What follows belongs to an exercise in optimizing a design on an open flow for small area, a short achievable clock period and few clock cycles per item; a production flow would make more cautious choices. In this exercise RTL edits were held to simulation tests only and were not proved equivalent to the original. No activity file was given, so power comes from the tool's default toggle rates.

## ymodem_rx_unit
module ymodem_rx_unit (
    input  wire        clk,
    input  wire        rst,           
    input  wire        cmd_valid,
    output wire        cmd_ready,
    input  wire [15:0] cmd,
    output reg         res_valid,
    output reg  [1:0]  res_st,        
    output reg  [31:0] res_val,
    output reg  [1:0]  res_tx_n,      
    output wire [7:0]  res_tx0,
    output reg  [7:0]  res_tx1,
    output reg  [1:0]  res_ev_n,      
    output reg  [2:0]  res_ev0,
    output reg  [2:0]  res_ev1,
    output wire [3:0]  res_ev_code,   
    output reg         res_pay        
);
export LEC_CHECK = 0
export CAP_MARGIN = 20
export CORE_MARGIN = 2
export CORE_UTILIZATION = 40
export SLEW_MARGIN = 20
export BUFFER_PORTS_ARGS = -buffer_cell sky130_fd_sc_hd__buf_2
export ABC_CLOCK_PERIOD_IN_PS = 2000
export SETUP_SLACK_MARGIN = 2.25
export CTS_ARGS = -sink_clustering_enable -repair_clock_nets -root_buf sky130_fd_sc_hd__clkbuf_16 -buf_list {sky130_fd_sc_hd__clkbuf_8} -dont_use_dummy_load
export ABC_AREA = 1
create_clock -name core_clock -period 4.0 [get_ports {clk}]
standard.sh (not shown) runs the stock make flow with config.mk's settings and CLKGATE_MAP_FILE= SYNTH_SCRIPT=/design/flow/synth_recipe.tcl, a recipe that flattens the netlist after the stock synthesis.
==> flow/flow/run.sh <==
#!/bin/bash
# The standard layout (standard.sh), with two changes:
#  - the extra ORFS settings of flow/extra.mk are appended to config.mk;
#  - synthesis is the standard flow's synthesis script with ABC's mapping script replaced
#    by flow/abc_area.script (an area-oriented mapping); only the combinational
#    mapping changes, the registers are those of the standard synthesis.
set -o pipefail
cat flow/extra.mk >> config.mk
{
  head -n 1 synth_recipe.tcl
  cat <<EOT
proc abc {args} {
  set i [lsearch -exact \$args -script]
  if {\$i >= 0} { lset args [expr {\$i + 1}] $PWD/flow/abc_area.script }
  yosys abc {*}\$args
}
EOT
  tail -n +2 synth_recipe.tcl
} > flow_synth.tcl
sed "s|SYNTH_SCRIPT=[^ ]*|SYNTH_SCRIPT=$PWD/flow_synth.tcl|" standard.sh > flow_standard.sh
bash flow_standard.sh > standard.log 2>&1
==> flow/flow/abc_area.script <==
strash
&get -n
&st
&dch
&nf -a
&put
topo
stime -c
==> flow/flow/extra.mk <==
export BUFFER_PORTS_ARGS = -buffer_cell sky130_fd_sc_hd__buf_2
export DONT_USE_CELLS += sky130_fd_sc_hd__or4_1 sky130_fd_sc_hd__or4_2 sky130_fd_sc_hd__or4_4 sky130_fd_sc_hd__or4b_1 sky130_fd_sc_hd__or4b_2 sky130_fd_sc_hd__or4b_4 sky130_fd_sc_hd__or4bb_1 sky130_fd_sc_hd__or4bb_2 sky130_fd_sc_hd__or4bb_4 sky130_fd_sc_hd__nor4_1 sky130_fd_sc_hd__nor4_2 sky130_fd_sc_hd__nor4_4 sky130_fd_sc_hd__nor4b_1 sky130_fd_sc_hd__nor4b_2 sky130_fd_sc_hd__nor4b_4 sky130_fd_sc_hd__nor4bb_1 sky130_fd_sc_hd__nor4bb_2 sky130_fd_sc_hd__nor4bb_4 sky130_fd_sc_hd__or3_1 sky130_fd_sc_hd__or3_2 sky130_fd_sc_hd__or3_4 sky130_fd_sc_hd__or3b_1 sky130_fd_sc_hd__or3b_2 sky130_fd_sc_hd__or3b_4 sky130_fd_sc_hd__a2111oi_0 sky130_fd_sc_hd__a2111oi_1 sky130_fd_sc_hd__a2111oi_2 sky130_fd_sc_hd__a2111oi_4 sky130_fd_sc_hd__a2111o_1 sky130_fd_sc_hd__a2111o_2 sky130_fd_sc_hd__a2111o_4 sky130_fd_sc_hd__clkdlybuf4s50_1 sky130_fd_sc_hd__clkdlybuf4s50_2
export ABC_CLOCK_PERIOD_IN_PS = 2000
export SETUP_SLACK_MARGIN = 2.25
export CTS_ARGS = -sink_clustering_enable -repair_clock_nets -root_buf sky130_fd_sc_hd__clkbuf_16 -buf_list {sky130_fd_sc_hd__clkbuf_8} -dont_use_dummy_load
export ABC_AREA = 1
Testbench counts at the start, summed over its fixed seeds: cycles 41,589, commands 41,581.
Change:
--- a/flow/design.v
+++ b/flow/design.v
@@ -5,18 +5,18 @@
     output wire        cmd_ready,
     input  wire [15:0] cmd,
     output reg         res_valid,
     output reg  [1:0]  res_st,        
     output reg  [31:0] res_val,
     output reg  [1:0]  res_tx_n,      
-    output wire [7:0]  res_tx0,
+    output reg  [7:0]  res_tx0,
     output reg  [7:0]  res_tx1,
     output reg  [1:0]  res_ev_n,      
     output reg  [2:0]  res_ev0,
     output reg  [2:0]  res_ev1,
-    output wire [3:0]  res_ev_code,   
+    output reg  [3:0]  res_ev_code,   
     output reg         res_pay        
 );
     localparam IDLE = 0, LEAD = 1, SEQ = 2, CMP = 3, DATA = 4, CRCH = 5,
                CRCL = 6, PURGE = 7, DONE = 8, FAILED = 9;
     function [15:0] crc_step;
         input [15:0] c;
@@ -61,13 +61,14 @@
     wire c_eot = (c_imm == 8'h04);
     wire c_can = (c_imm == 8'h18);
     reg       cv;             
     reg [7:0] imm;            
     reg       op_reset, op_gf, op_bad, st_flt;
     reg       e_cinit, e_cbyte, e_cread, e_start, rxb, tmo, e_abort, e_status;
-    reg       d_sx, d_eot, d_can, d_oth;
+    reg       rxk;            
+    reg       z, d_sx, d_eot, d_can, d_oth;
     reg       lo_ok;          
     wire fault_nx = ~op_reset & (fault | op_bad);
     wire c_run    = c_v & ~fault_nx;
     always @(posedge clk) begin
         cv       <= c_v;
         imm      <= c_imm;
@@ -80,12 +81,14 @@
         e_cread  <= c_run & c_hi1 & c_lo2 & c_z;
         e_start  <= c_run & c_hi3 & c_lo0 & c_z;
         rxb      <= c_run & c_hi3 & c_lo1;
         tmo      <= c_run & c_hi3 & c_lo2 & c_z;
         e_abort  <= c_run & c_hi3 & c_lo3 & c_z;
         e_status <= c_run & c_hi3 & c_lo4 & c_z;
+        rxk      <= c_run & c_hi3 & (c_lo1 | ((c_lo0 | c_lo2 | c_lo3) & c_z));
+        z        <= c_z;
         d_sx     <= c_sx;
         d_eot    <= c_eot;
         d_can    <= c_can;
         d_oth    <= ~(c_sx | c_eot | c_can);
         lo_ok    <= (c_imm == rx_crc[7:0]);
     end
@@ -114,13 +117,12 @@
     wire nak_purge = nak & ~at_limit;
     wire [3:0] nak_reason = tmo ? 4'd4 : nak_lead ? 4'd5 :
                             ~pend_ok ? {2'b00, rx_pend} : 4'd3;
     wire abort     = e_abort & (ph_act | ph[PURGE]);
     wire purge_end = tmo & ph[PURGE];
     wire ctl       = e_start | tmo | e_abort;             
-    wire rxk       = rxb | ctl;
     wire [9:0] ph_n;
     assign ph_n[IDLE]   = ph[IDLE] & ~e_start;
     assign ph_n[LEAD]   = e_start | purge_end | acc_blk
                         | (ph[LEAD] & ~tmo & ~e_abort
                            & ~(rxb & (d_sx | d_oth | (d_eot & rx_eotc[0]) | (d_can & rx_canc[0]))));
     assign ph_n[SEQ]    = lead_sx | (ph[SEQ] & ~rxk);
@@ -133,15 +135,12 @@
     assign ph_n[FAILED] = can_fail | nak_fail | abort | (ph[FAILED] & ~e_start);
     wire clr = rst | op_reset;
     wire [3:0] ph_code = {ph[DONE] | ph[FAILED],
                           ph[DATA] | ph[CRCH] | ph[CRCL] | ph[PURGE],
                           ph[SEQ] | ph[CMP] | ph[CRCL] | ph[PURGE],
                           ph[LEAD] | ph[CMP] | ph[CRCH] | ph[PURGE] | ph[FAILED]};
-    reg tx_c, tx_nak, ev_abort, ev_can;
-    assign res_tx0     = {1'b0, tx_c, 1'b0, tx_nak, 1'b0, ~tx_c, ~tx_nak, tx_c | tx_nak};
-    assign res_ev_code = {ev_abort, ~ev_abort, ~ev_abort, ev_can};
     always @(posedge clk) begin
         res_valid <= cv & ~rst;
         res_st <= st_flt ? 2'd2 : (rxb & ph_off) ? 2'd1 : 2'd0;
         res_val <= 32'd0;
         if (op_gf)
             res_val[0] <= fault;
@@ -149,21 +148,24 @@
             res_val[15:0] <= crc_acc;
         else if (e_status)
             res_val[25:0] <= {rx_big, rx_hdr, rx_exp, rx_canc, rx_eotc,
                               1'b0, rx_retry, rx_err, ph_code};
         res_tx_n <= {acc_blk & ~rx_hdr,
                      e_start | eot_lead | can_lead | (acc_blk & rx_hdr) | purge_end};
-        tx_c <= e_start;
-        tx_nak <= tmo | (~ph[CRCL] & imm[2] & ~rx_eotc[0]);
+        begin : tx0
+            reg is_c, is_n;
+            is_c = e_start;
+            is_n = tmo | (~ph[CRCL] & imm[2] & ~rx_eotc[0]);
+            res_tx0 <= {1'b0, is_c, 1'b0, is_n, 1'b0, ~is_c, ~is_n, is_c | is_n};
+        end
         res_tx1 <= 8'h43;
         res_ev_n <= {acc_null, acc_blk | eot_done | can_fail | nak_fail | abort};
         res_ev0  <= acc ? (rx_hdr ? 3'd3 : rx_nz ? 3'd1 : 3'd2) :
                     eot_done ? 3'd4 : 3'd5;
         res_ev1  <= 3'd4;
-        ev_abort <= e_abort;
-        ev_can   <= d_can;
+        res_ev_code <= {e_abort, ~e_abort, ~e_abort, d_can};
         res_pay <= rxb & ph[DATA];
         if (clr) begin
             fault    <= 1'b0;
             crc_acc  <= 16'd0;
             ph       <= 10'd1;
             rx_exp   <= 8'd0;
@@ -225,13 +227,13 @@
                 rx_pend <= (imm != ~rx_crc[7:0]) ? 2'd1 :
                            (rx_crc[7:0] != rx_exp) ? 2'd2 : 2'd0;
             end
             if (ph[DATA]) begin
                 rx_crc <= crc_step(rx_crc, imm);
                 rx_cnt <= rx_cnt + 10'd1;
-                if (imm != 8'd0) rx_nz <= 1'b1;
+                if (~z) rx_nz <= 1'b1;
             end
             if (ph[CRCH] & pend_ok & (imm != rx_crc[15:8]))
                 rx_pend <= 2'd3;
         end
     end
     assign cmd_ready = 1'b1;
Wire length went up by 4.2%.
Synthesized area went up by 1.8%.
Clock-buffer cell count stays the same.
Power went up by about 3%.
Via count went up by about 1.2%.
Testbench counts after the change, summed over its fixed seeds: cycles 41,589, commands 41,581.

what the ideal ports hide:
In the flow no input, the clock included, has a driving cell. The finished layouts below were timed again as built, in two steps.
Step 1 assumes that a clkbuf_16 drives the clock port and a buf_2 every other input.
Step 2, shift: input delay + t, output delay - t, t = (earliest + latest rising clock arrival at the registers) / 2. This alone moves slack from input paths to output paths.
a / b / c = ideal ports / drivers / drivers and shift; a / b = the first two.
run	t (ns)	setup slack, ns	hold slack, ns
the first run	0.403	2.251 / 2.239 / 1.987	0.365 / 0.365 / 0.365
the second run	0.406	2.291 / 2.293 / 1.886	0.371 / 0.371 / 0.371
After both steps setup and hold are still met in every run listed. For the second run, which loses most, drivers alone change the setup slack by +0.002 ns; drivers and shift together by -0.405 ns.
